This is an optimization exercise on Yosys and OpenROAD, whose aim is small area, a short achievable clock period and few clock cycles, not a production implementation.
The RTL was checked by simulation tests, not by an equivalence proof against the original design.
Power is estimated from default activity; no workload was simulated.

==> flow/design.v <==
module eac3lc_crc_step (
    input  wire [15:0] crc_in,
    input  wire [7:0]  data,
    output reg  [15:0] crc_out
);
    integer i;
    reg [15:0] c;
    always @* begin
        c = crc_in ^ {data, 8'h00};
        for (i = 0; i < 8; i = i + 1) begin
            if (c[15])
                c = {c[14:0], 1'b0} ^ 16'h8005;
            else
                c = {c[14:0], 1'b0};
        end
        crc_out = c;
    end
endmodule
module eac3lc (
    input  wire        clk,
    input  wire        rst,
    input  wire        host_req,
    input  wire        host_we,
    input  wire        host_buf,
    input  wire [7:0]  host_addr,
    input  wire [31:0] host_wdata,
    output reg  [31:0] host_rdata,
    output wire        busy
);
    localparam [31:0] ID_VALUE = 32'h4C433136;
    localparam [3:0] R_ID = 4'h0, R_CMD = 4'h1, R_STATUS = 4'h2, R_LEN = 4'h3,
                     R_ARG_A = 4'h4, R_ARG_B = 4'h5, R_ARG_C = 4'h6, R_RESULT = 4'h7,
                     R_FCOUNT = 4'h8, R_TRIM = 4'h9, R_CURSOR = 4'hA, R_CAP = 4'hB;
    localparam [3:0] O_OK = 4'h0, O_NO_SYNC = 4'h1, O_TRUNCATED = 4'h2, O_RESYNC_EXH = 4'h3,
                     O_NOT_FOUND = 4'h4, O_ILLEGAL = 4'h5;
    localparam [3:0] S_BIT   = 4'd0,    
                     S_SBAB2 = 4'd1,    
                     S_CRC1  = 4'd2,    
                     S_CRCC  = 4'd3,    
                     S_SCAN  = 4'd4,    
                     S_L2    = 4'd5,    
                     S_L3    = 4'd6,    
                     S_FCRC  = 4'd7,    
                     S_FINW  = 4'd8,    
                     S_MUT7  = 4'd9,    
                     S_MUT8  = 4'd10,
                     S_MUT9  = 4'd11,
                     S_SCRC  = 4'd12,   
                     S_CKW1  = 4'd13,   
                     S_CKW2  = 4'd14,
                     S_ILL   = 4'd15;
    localparam [1:0] M_FIND = 2'd0, M_SEEK = 2'd1, M_RUN = 2'd2;
    reg [7:0]  mem [0:63];
    reg [6:0]  len_q;
    reg [31:0] arg_a, arg_b, arg_c;
    reg [31:0] result;
    reg [6:0]  frame_count;
    reg [6:0]  trim;
    reg [6:0]  cursor;       
    reg        st_busy, st_done;
    reg [3:0]  st_outcome;
    reg [7:0]  st_last_op;
    reg        st_overrun, st_conflict;
    reg [3:0]  state;
    reg [1:0]  mode;         
    reg        is_fp;        
    reg        is_run;
    reg [1:0]  bop;          
    reg [6:0]  lc;
    reg [6:0]  ptr;          
    reg [6:0]  lim;          
    reg        abig;         
    reg        in0, in1;     
    reg [2:0]  bsh;          
    reg [7:0]  bval;         
    reg [15:0] crc;
    reg        prevok;       
    reg        prev0b;
    reg [2:0]  lenhi;
    reg [6:0]  ffl;          
    reg [3:0]  off;          
    reg [1:0]  ckp;          
    reg [6:0]  cka;          
    assign busy = st_busy;
    wire        h_reg_wr = host_req &  host_we & ~host_buf;
    wire        h_buf_wr = host_req &  host_we &  host_buf;
    wire [3:0]  h_reg    = host_addr[5:2];
    wire        cmd_wr   = h_reg_wr && h_reg == R_CMD;
    wire        accept   = cmd_wr && !st_busy;
    wire        h_buf_ok = !st_busy && host_addr[7:6] == 2'b00;
    wire [7:0]  cwl      = host_wdata[7:0];
    wire        cw_hi0   = host_wdata[31:8] == 24'd0;
    wire [5:0]  ra = st_busy ? ptr[5:0] : host_addr[5:0];
    wire [7:0]  rd = mem[ra];
    wire        a_hi7   = |arg_a[31:7];
    wire        a_hi10  = |arg_a[31:10];
    wire        b_hi7   = |arg_b[31:7];
    wire        b_zero  = arg_b == 32'd0;
    wire [7:0]  a_p2    = {1'b0, arg_a[6:0]} + 8'd2;
    wire [7:0]  a_p3    = {1'b0, arg_a[6:0]} + 8'd3;
    wire [7:0]  n_p1    = {1'b0, arg_a[9:3]} + 8'd1;
    wire [6:0]  cc_end  = (b_hi7 || arg_b[6:0] > len_q) ? len_q : arg_b[6:0];
    wire [7:0]  ab_sum  = {1'b0, arg_a[6:0]} + {1'b0, arg_b[6:0]};
    wire [6:0]  sf_lim  = (b_zero || a_hi7 || b_hi7 || ab_sum >= {1'b0, len_q}) ? len_q
                                                                                : ab_sum[6:0];
    reg  [15:0] cs_in;
    reg  [7:0]  cs_data;
    wire [15:0] cs_out;
    eac3lc_crc_step u_crc (.crc_in(cs_in), .data(cs_data), .crc_out(cs_out));
    reg  [7:0]  fmut;
    reg         fmut_we;
    always @* begin
        fmut    = rd;
        fmut_we = 1'b0;
        case (off)
            4'd7: begin fmut = (rd & 8'hF8) | 8'h05; fmut_we = 1'b1; end
            4'd8: begin fmut = 8'hA0;                fmut_we = 1'b1; end
            4'd9: begin fmut = rd & 8'h03;           fmut_we = 1'b1; end
            default: ;
        endcase
    end
    always @* begin
        cs_in   = crc;
        cs_data = rd;
        case (state)
            S_CRC1: cs_data = 8'h00;         
            S_L2:   cs_in   = 16'h0000;
            S_FCRC: cs_data = fmut;
            default: ;
        endcase
    end
    wire        rd_0b     = rd == 8'h0B;
    wire        found     = prevok && prev0b && rd == 8'h77;    
    wire [6:0]  ptr_m1    = ptr - 7'd1;
    wire [6:0]  ptr_p1    = ptr + 7'd1;
    wire        scan_end  = abig || ({1'b0, ptr} + 8'd1 >= {1'b0, lim});
    wire        p_near    = {1'b0, lc} < {1'b0, ptr} + 8'd4;
    wire [7:0]  lo_byte   = in1 ? rd : 8'h00;
    wire [12:0] fl        = {1'b0, lenhi, lo_byte, 1'b0} + 13'd2;
    wire [6:0]  fstart    = is_run ? cursor : (ptr - 7'd3);
    wire        f_trunc   = abig || ({6'd0, fstart} + fl > {6'd0, lc});
    wire        f_short   = lenhi == 3'd0 && lo_byte < 8'd5;      
    wire [6:0]  fend      = fstart + fl[6:0];                     
    wire        p_in0     = ptr < lc;
    wire        p_in1     = ptr_p1 < lc;
    reg        e_we;
    reg [5:0]  e_wa;
    reg [7:0]  e_wd;
    wire [7:0] bit_m = 8'h80 >> bsh;
    always @* begin
        e_we = 1'b0;
        e_wa = ptr[5:0];
        e_wd = 8'h00;
        if (ckp != 2'd0) begin
            e_we = 1'b1;
            e_wa = cka[5:0];
            e_wd = ckp[1] ? crc[15:8] : crc[7:0];
        end
        case (state)
            S_BIT: begin
                if (bop == 2'd2) begin
                    e_we = in0;
                    e_wd = bval[0] ? (rd | bit_m) : (rd & ~bit_m);
                end else if (bop == 2'd3) begin
                    if (bsh == 3'd0) begin
                        e_we = in0;
                        e_wd = bval;
                    end else begin
                        e_we = in1;
                        e_wd = (rd & ~(8'hFF >> bsh)) | (bval >> bsh);
                    end
                end
            end
            S_SBAB2: begin
                e_we = 1'b1;
                e_wd = (rd & (8'hFF >> bsh)) | (bval << (4'd8 - {1'b0, bsh}));
            end
            S_FCRC: begin
                e_we = fmut_we;
                e_wd = fmut;
            end
            S_MUT7: begin
                e_we = p_in0;
                e_wd = p_in1 ? ((rd & 8'hF8) | 8'h05) : (rd | 8'h04);
            end
            S_MUT8: begin
                e_we = p_in0;
                e_wd = p_in1 ? 8'hA0 : ((rd & 8'h03) | 8'hA0);
            end
            S_MUT9: begin
                e_we = p_in0;
                e_wd = rd & 8'h03;
            end
            S_CKW1: begin
                e_we = 1'b1;
                e_wd = crc[15:8];
            end
            S_CKW2: begin
                e_we = 1'b1;
                e_wd = crc[7:0];
            end
            default: ;
        endcase
    end
    wire       b_we = st_busy ? e_we : (h_buf_wr && h_buf_ok);
    wire [5:0] b_wa = st_busy ? e_wa : host_addr[5:0];
    wire [7:0] b_wd = st_busy ? e_wd : host_wdata[7:0];
    always @(posedge clk) begin
        if (b_we)
            mem[b_wa] <= b_wd;
    end
    wire [31:0] status_word = {14'd0, st_conflict, st_overrun, st_last_op, st_outcome,
                               2'b00, st_done, st_busy};
    reg  [31:0] reg_rdata;
    always @* begin
        case (h_reg)
            R_ID:     reg_rdata = ID_VALUE;
            R_STATUS: reg_rdata = status_word;
            R_LEN:    reg_rdata = {25'd0, len_q};
            R_ARG_A:  reg_rdata = arg_a;
            R_ARG_B:  reg_rdata = arg_b;
            R_ARG_C:  reg_rdata = arg_c;
            R_RESULT: reg_rdata = result;
            R_FCOUNT: reg_rdata = {25'd0, frame_count};
            R_TRIM:   reg_rdata = {25'd0, trim};
            R_CURSOR: reg_rdata = {25'd0, cursor};
            R_CAP:    reg_rdata = 32'd64;
            default:  reg_rdata = 32'd0;
        endcase
    end
    always @(posedge clk) begin
        if (host_buf)
            host_rdata <= {24'd0, h_buf_ok ? rd : 8'h00};
        else
            host_rdata <= reg_rdata;
    end
    always @(posedge clk) begin
        if (rst) begin
            len_q <= 7'd0;
            arg_a <= 32'd0;
            arg_b <= 32'd0;
            arg_c <= 32'd0;
        end else if (h_reg_wr) begin
            case (h_reg)
                R_LEN:   len_q <= (host_wdata[31:7] != 25'd0 || host_wdata[6]) ?
                                  7'd64 : host_wdata[6:0];
                R_ARG_A: arg_a <= host_wdata;
                R_ARG_B: arg_b <= host_wdata;
                R_ARG_C: arg_c <= host_wdata;
                default: ;
            endcase
        end
    end
    always @(posedge clk) begin
        if (rst) begin
            st_overrun  <= 1'b0;
            st_conflict <= 1'b0;
        end else begin
            if (h_reg_wr && h_reg == R_STATUS) begin
                if (host_wdata[16]) st_overrun  <= 1'b0;
                if (host_wdata[17]) st_conflict <= 1'b0;
            end
            if (cmd_wr && st_busy)
                st_overrun <= 1'b1;
            if (host_req && host_buf && st_busy)
                st_conflict <= 1'b1;
        end
    end
    reg        fin;
    reg [3:0]  fin_code;
    reg        fin_res;         
    reg [31:0] fin_val;
    reg        run_fin;         
    always @(posedge clk) begin
        fin      = 1'b0;
        fin_code = O_OK;
        fin_res  = 1'b0;
        fin_val  = 32'd0;
        run_fin  = 1'b0;
        if (rst) begin
            st_busy     <= 1'b0;
            st_done     <= 1'b0;
            st_outcome  <= 4'd0;
            st_last_op  <= 8'd0;
            result      <= 32'd0;
            frame_count <= 7'd0;
            trim        <= 7'd0;
            cursor      <= 7'd0;
            ckp         <= 2'd0;
        end else if (accept) begin
            st_busy    <= 1'b1;
            st_done    <= 1'b0;
            st_outcome <= 4'd0;
            st_last_op <= cwl;
            lc         <= len_q;
            bval       <= arg_b[7:0];
            bsh        <= arg_a[2:0];
            crc        <= arg_c[15:0] ^ {arg_b[7:0], 8'h00};
            prevok     <= 1'b0;
            is_fp      <= 1'b0;
            is_run     <= 1'b0;
            bop        <= cwl[1:0];
            abig       <= a_hi7;
            ptr        <= arg_a[6:0];
            lim        <= len_q;
            mode       <= M_FIND;
            in0        <= !a_hi10 && arg_a[9:3] < len_q;
            in1        <= !a_hi10 && n_p1 < {1'b0, len_q};
            ckp        <= 2'd0;
            state      <= S_ILL;
            if (cw_hi0) begin
                case (cwl)
                    8'h01, 8'h02, 8'h03: begin
                        ptr   <= arg_a[9:3];
                        state <= S_BIT;
                    end
                    8'h10: begin
                        crc   <= {arg_b[7:0], 8'h00};
                        state <= S_CRC1;
                    end
                    8'h11: state <= S_CRC1;
                    8'h12: begin
                        crc   <= arg_c[15:0];
                        lim   <= cc_end;
                        state <= S_CRCC;
                    end
                    8'h20: begin
                        lim   <= sf_lim;
                        state <= S_SCAN;
                    end
                    8'h21, 8'h22: begin
                        ptr   <= a_p2[6:0];
                        in0   <= !a_hi7 && a_p2 < {1'b0, len_q};
                        in1   <= !a_hi7 && a_p3 < {1'b0, len_q};
                        is_fp <= cwl[1];
                        state <= S_L2;
                    end
                    8'h23: begin
                        frame_count <= 7'd0;
                        trim        <= 7'd0;
                        cursor      <= 7'd0;
                        ptr         <= 7'd0;
                        abig        <= 1'b0;
                        is_run      <= 1'b1;
                        mode        <= M_SEEK;
                        state       <= S_SCAN;
                    end
                    default: ;
                endcase
            end
        end else if (st_busy) begin
            if (ckp != 2'd0) begin
                ckp <= {1'b0, ckp[1]};
                cka <= cka + 7'd1;
            end
            case (state)
                S_BIT: begin
                    if (bop == 2'd1) begin
                        fin = 1'b1; fin_res = 1'b1;
                        fin_val = {31'd0, in0 & |(rd & bit_m)};
                    end else if (bop == 2'd3 && bsh != 3'd0 && in1) begin
                        ptr   <= ptr_p1;
                        state <= S_SBAB2;
                    end else begin
                        fin = 1'b1;
                    end
                end
                S_SBAB2: fin = 1'b1;
                S_CRC1: begin
                    fin = 1'b1; fin_res = 1'b1; fin_val = {16'd0, cs_out};
                end
                S_CRCC: begin
                    if (abig || ptr >= lim) begin
                        fin = 1'b1; fin_res = 1'b1; fin_val = {16'd0, crc};
                    end else begin
                        crc <= cs_out;
                        ptr <= ptr_p1;
                        if (ptr_p1 >= lim) begin
                            fin = 1'b1; fin_res = 1'b1; fin_val = {16'd0, cs_out};
                        end
                    end
                end
                S_SCAN: begin
                    if (found) begin
                        case (mode)
                            M_FIND: begin
                                fin = 1'b1; fin_res = 1'b1; fin_val = {25'd0, ptr_m1};
                            end
                            default: begin
                                if (mode == M_SEEK) trim <= ptr_m1;
                                cursor <= ptr_m1;
                                mode   <= M_RUN;
                                ptr    <= ptr_p1;
                                in0    <= 1'b1;
                                in1    <= 1'b1;
                                state  <= S_L2;
                                if (p_near) begin
                                    fin = 1'b1; fin_res = 1'b1;
                                    fin_val = {25'd0, frame_count};
                                    run_fin = 1'b1;
                                    cursor <= ptr_m1 - (mode == M_SEEK ? ptr_m1 : trim);
                                end
                            end
                        endcase
                    end else if (scan_end) begin
                        fin = 1'b1; fin_res = 1'b1;
                        case (mode)
                            M_FIND: begin fin_code = O_NOT_FOUND; fin_val = 32'hFFFF_FFFF; end
                            M_SEEK: begin fin_code = O_NO_SYNC; fin_val = 32'd0; end
                            default: begin
                                fin_code = O_RESYNC_EXH; fin_val = {25'd0, frame_count};
                                run_fin = 1'b1;
                            end
                        endcase
                    end else begin
                        prevok <= 1'b1;
                        prev0b <= rd_0b;
                        ptr    <= ptr_p1;
                    end
                end
                S_L2: begin
                    lenhi <= in0 ? rd[2:0] : 3'd0;
                    crc   <= cs_out;
                    ptr   <= ptr_p1;
                    state <= S_L3;
                end
                S_L3: begin
                    crc   <= cs_out;
                    ffl   <= fl[6:0];
                    off   <= 4'd4;
                    if (!is_run && !is_fp) begin
                        fin = 1'b1; fin_res = 1'b1; fin_val = {19'd0, fl};
                    end else if (f_trunc) begin
                        fin = 1'b1; fin_res = 1'b1; fin_code = O_TRUNCATED;
                        fin_val = is_run ? {25'd0, frame_count} : {19'd0, fl};
                        run_fin = is_run;
                    end else if (is_run && !f_short) begin
                        lim   <= fend - 7'd2;
                        ptr   <= ptr_p1;
                        state <= S_FCRC;
                    end else begin
                        ptr   <= ptr + 7'd4;      
                        state <= S_MUT7;
                    end
                end
                S_FCRC: begin
                    crc <= cs_out;
                    ptr <= ptr_p1;
                    if (off != 4'hF) off <= off + 4'd1;
                    if (ptr_p1 >= lim) begin
                        ckp         <= 2'd2;
                        cka         <= ptr_p1;
                        cursor      <= ptr + 7'd3;
                        frame_count <= frame_count + 7'd1;
                        prevok      <= 1'b0;
                        lim         <= lc;
                        ptr         <= ptr + 7'd3;
                        if ({1'b0, lc} < {1'b0, ptr} + 8'd8)
                            state <= S_FINW;
                        else
                            state <= S_SCAN;
                    end
                end
                S_FINW: begin
                    if (ckp == 2'd1) begin
                        fin = 1'b1; fin_res = 1'b1; fin_val = {25'd0, frame_count};
                        run_fin = 1'b1;
                    end
                end
                S_MUT7: begin ptr <= ptr_p1; state <= S_MUT8; end
                S_MUT8: begin ptr <= ptr_p1; state <= S_MUT9; end
                S_MUT9: begin
                    crc <= 16'd0;
                    ptr <= ptr - 7'd7;                     
                    lim <= ptr - 7'd11 + ffl;              
                    if (ffl > 7'd4)
                        state <= S_SCRC;
                    else begin
                        ptr   <= ptr - 7'd11 + ffl;        
                        state <= S_CKW1;
                    end
                end
                S_SCRC: begin
                    crc <= cs_out;
                    ptr <= ptr_p1;
                    if (ptr_p1 >= lim) state <= S_CKW1;
                end
                S_CKW1: begin ptr <= ptr_p1; state <= S_CKW2; end
                S_CKW2: begin
                    ptr <= ptr_p1;                         
                    if (is_fp) begin
                        fin = 1'b1; fin_res = 1'b1; fin_val = {crc, 9'd0, ffl};
                    end else begin
                        frame_count <= frame_count + 7'd1;
                        cursor      <= ptr_p1;
                        prevok      <= 1'b0;
                        lim         <= lc;
                        if ({1'b0, lc} < {1'b0, ptr} + 8'd6) begin
                            fin = 1'b1; fin_res = 1'b1;
                            fin_val = {25'd0, frame_count + 7'd1};
                            cursor <= ptr_p1 - trim;
                        end else
                            state <= S_SCAN;
                    end
                end
                default: begin
                    fin = 1'b1; fin_code = O_ILLEGAL;
                end
            endcase
            if (run_fin) begin
                if (!(state == S_SCAN && found))
                    cursor <= cursor - trim;
            end
            if (fin) begin
                st_outcome <= fin_code;
                st_busy    <= 1'b0;
                st_done    <= 1'b1;
                if (fin_res) result <= fin_val;
            end
        end
    end
endmodule
==> flow/run.sh <==
#!/bin/bash
# synth_recipe.tcl (not shown) runs the flow's synth.tcl, then flattens the netlist and writes it again
# the make line also repeats each setting of config.mk as NAME=value (left out here)
make -C /OpenROAD-flow-scripts/flow DESIGN_CONFIG=/design/flow/config.mk WORK_HOME=/design/flow/orfs CLKGATE_MAP_FILE= SYNTH_SCRIPT=/design/flow/synth_recipe.tcl finish
==> flow/config.mk <==
export PLATFORM = sky130hd
export DESIGN_NAME = eac3lc
export DESIGN_NICKNAME = eac3lc
export VERILOG_FILES = /design/flow/design.v
export SDC_FILE = /design/flow/constraint.sdc
export NUM_CORES = 4
export LEC_CHECK = 0
export CAP_MARGIN = 20
export CORE_MARGIN = 2
export CORE_UTILIZATION = 30
export PLACE_DENSITY = 0.4
export SLEW_MARGIN = 20
==> flow/constraint.sdc <==
create_clock -name core_clock -period 12.0 [get_ports {clk}]
set_input_delay 2.4000 -clock core_clock [delete_from_list [all_inputs] [get_ports {clk}]]
set_output_delay 2.4000 -clock core_clock [all_outputs]
set_load 0.01 [all_outputs]
==> results.cfg <==
[worst_setup_path]
r2r_start = ptr[0]
r2r_end = lim[1]
r2r_cells = 32
cp_max_fo = 7
crit_required_ns = 12.40
crit_path_max_incr_delay_ns = 0.78
ff2ff_setup_slack_ns = 2.90
critPathSlowestCell = o21ai_1
critical_path_class = primary input to flop
startpoint_type = primary input
critPathCaptureType = flop
worstPathArrival_ns = 10.78

[final_layout]
final_common_cell = edfxtp_1
utilization_pct = 34.4
final_area_um2 = 52400
fillCellCount = 15600
mostFrequentLayoutCells = edfxtp_1 (594), nor2b_1 (508), nand2_1 (486), a21oi_1 (429), o21ai_0 (303)
fin_cells = 6931
syn2layout_area_growth_pct = 13.8
drive_above_1_share_pct = 8.41
final_nets = 5042

[logic_synthesis]
synth-seq-cells = 799
synth_top_family_by_area = compound AO/OA/AOI/OAI gates
synthXorXnorAreaFrac_pct = 2.38
postSynthCellCount = 4818
avgSynthCellArea_um2 = 9.56
ys.flop_type = edfxtp_1
muxShareOfSynthArea_pct = 1.99
netlist.area_leader.share_pct = 38.7
synth_compound_area_share_pct = 20.9
synth_top_area_cell = edfxtp_1
synthDistinctLibCells = 92
synthAdderAreaFrac_pct = 4.95
syn_area_um2 = 46000
yosysSeqAreaShare_pct = 47.7
synth_warnings = 2
syn_nets = 5041
synth_edf_count = 594
synthSimpleGateAreaFrac_pct = 17.8
synthTopCellsByArea = edfxtp_1 (39%), dfxtp_1 (8.9%), nor2b_1 (6.9%), a21oi_1 (4.7%), ha_1 (4.6%)
async_reset_ff_share_pct = 0

[grt]
grt_pass1_vias = 36700
grt_usage_pct = 25.1
overflow = 0
grt_pass1_wl_um = 286000
grt_max_degree = 102
grt_antenna_before_repair = 6

[routing]
vias_per_cell = 5.61
routedWlPerCell_um = 29.2
ant_nets = 0
drtIter0Drc = 3607
totalWireLength_um = 202000
drc = 0
vias = 38900
firstDrtPassIters = 8

[hold_path]
hold_depth = 2
min_path_type = flop to flop
min-delay-start = arg_c[18]
min_to = arg_c[18]

[status]
outcome = no timing/DRC/antenna violations

[cts]
cts_buffer_depth = 3
cts_setup_buffers = 0
cts_tree = done
hold_buffers = 0
cts.reportedPaths.clkPinSlew_ns = 0.06
cts_sinks = 799
cts_buffers = 99
clock_tree.root_cell = clkbuf_16
cts_resized = 0
htree_levels = 3
insertion_delay_ns = 0.77

[timing]
tightestPinTransition_ns = 1.26
fin_worst_skew_ns = 0.0833
fin_setup_tns_ns = 0
period_share_pct = 86.4
finalWorstSetupSlack_ns = 1.63
slew_violations = 0
max-slew-margin-rel_pct = 16.1
final_hold_viol_count = 0
fmax_ghz = 0.0964
setup_viol = 0
rsz0062_at_grt = no
period_minus_slack_ns = 10.37

[place]
dpl_worst_slack_ns = 1.19
dp_cells = 6746
dp_hpwl_um = 141000
dpl_cell_area_um2 = 49100
port_buffers = 77
place_congestion = 0.995

[die]
fp.dieH_um = 396
rows = 143
ios = 78
coreArea_um2 = 152000
die_w_um = 396
die_area_um2 = 157000
initial_utilization_pct = 30.3

[job]
maxCapViolations = 0

[power]
vdd_ir_drop_max_mv = 0.115
power.density_nw_per_um2 = 125
p_leak_nw = 17.5
cell usage after synthesis (all sizes together) (120+ instances only):
cell type	count
edfxtp	594
ha	171
nor2	304
a21oi	431
clkbuf	206
o22ai	291
nand3	120
a22oi	148
dfxtp	205
nand2	490
nor2b	509
o21ai	310
inv	143
how the worst max path moves through the flow:
stage | from | endpoint | slack (ns) | cells past startpoint
after global routing | host_addr[4] | lim[1] | 1.43 | 32
after global placement | host_addr[4] | lim[1] | 1.26 | 32
after CTS | host_addr[4] | lim[1] | 1.90 | 33
after detailed placement | host_addr[4] | lim[1] | 1.19 | 33
final | host_addr[4] | lim[1] | 1.63 | 32
after floorplan | host_addr[2] | lim[0] | 4.14 | 28
through the flow:
stage	power (mW)	hold slack, ns
2_1_floorplan	3.35	0.425
3_3_place_gp	3.61	0.441
3_5_place_dp	3.61	0.446
4_1_cts	6.62	0.455
5_1_grt	6.76	0.473
6_report	6.56	0.453
worst max-delay path, delay by kind of cell:
kind | cells | cell delay [ns]
xor+xnor | 1 | 0.16
buf+inv | 6 | 1.57
simple gates | 11 | 2.52
compound gates | 12 | 3.39
fa+ha+maj | 2 | 0.72
power by group:
part	switching, mW	internal, mW	total, mW
Combinational	0.406	0.173	0.579
Clock	1.31	1.70	3.01
Sequential	0.00397	2.97	2.98
sequential cells by signal (all words and copies together) (netlist names), 8 cells and up:
name	count
mem	512
crc	16
arg_a	32
result	32
bval	8
arg_c	32
host_rdata	32
arg_b	32
st_last_op	8
per-layer routing:
layer / up-vias / GRT usage, % / share of wire [%]
met2: 1343 / 40.3 / 46
met1: 19400 / 34.2 / 44
met5: - / 0 / 0.011
met4: 4 / 9.59 / 4.2
li1: 17800 / - / -
met3: 330 / 3.53 / 5.4
final cells by class:
class,instances,area [um^2],share of cell area [%]
inverter,146,548,1.05
clock buffer,124,2610,4.99
multi-input combinational,3551,22200,42.4
antenna,4,10.0,0.0191
clock inverter,55,583,1.11
tap,2030,2540,4.85
timing repair buffer,222,1920,3.67
sequential,799,21900,41.9
cells by family (layout without fill, tap and decap cells):
| group | after synthesis | in the layout |
|---|---|---|
| fa+ha+maj | 178 | 178 |
| other cells | 0 | 4 |
| flops | 799 | 799 |
| simple gates | 1641 | 1641 |
| compound gates | 1527 | 1527 |
| buf+inv | 468 | 547 |
| mux | 81 | 81 |
| xor+xnor | 124 | 124 |
Testbench counts, summed over its fixed seeds: cycles 31,654.

afterwards: timing with drivers on the ports:
In the flow no input, the clock included, has a driving cell. The finished layout below was timed again as built, in two steps.
Step 1: set_driving_cell puts a clkbuf_16 on clk and a buf_2 on each other input, an assumption about the parent block.
Step 2 also shifts input and output timing later by t, the mid clock arrival at the registers, as if the neighbouring blocks saw the same clock.
a / b / c = ideal ports / drivers / drivers and shift; a / b = the first two.
t (ns): 0.806
setup slack, ns: 1.627 / 1.579 / 0.773
worst setup path at the end: input to register
After both steps this run still meets setup and hold. For this run, drivers alone change the setup slack by -0.048 ns; drivers and shift together by -0.854 ns.
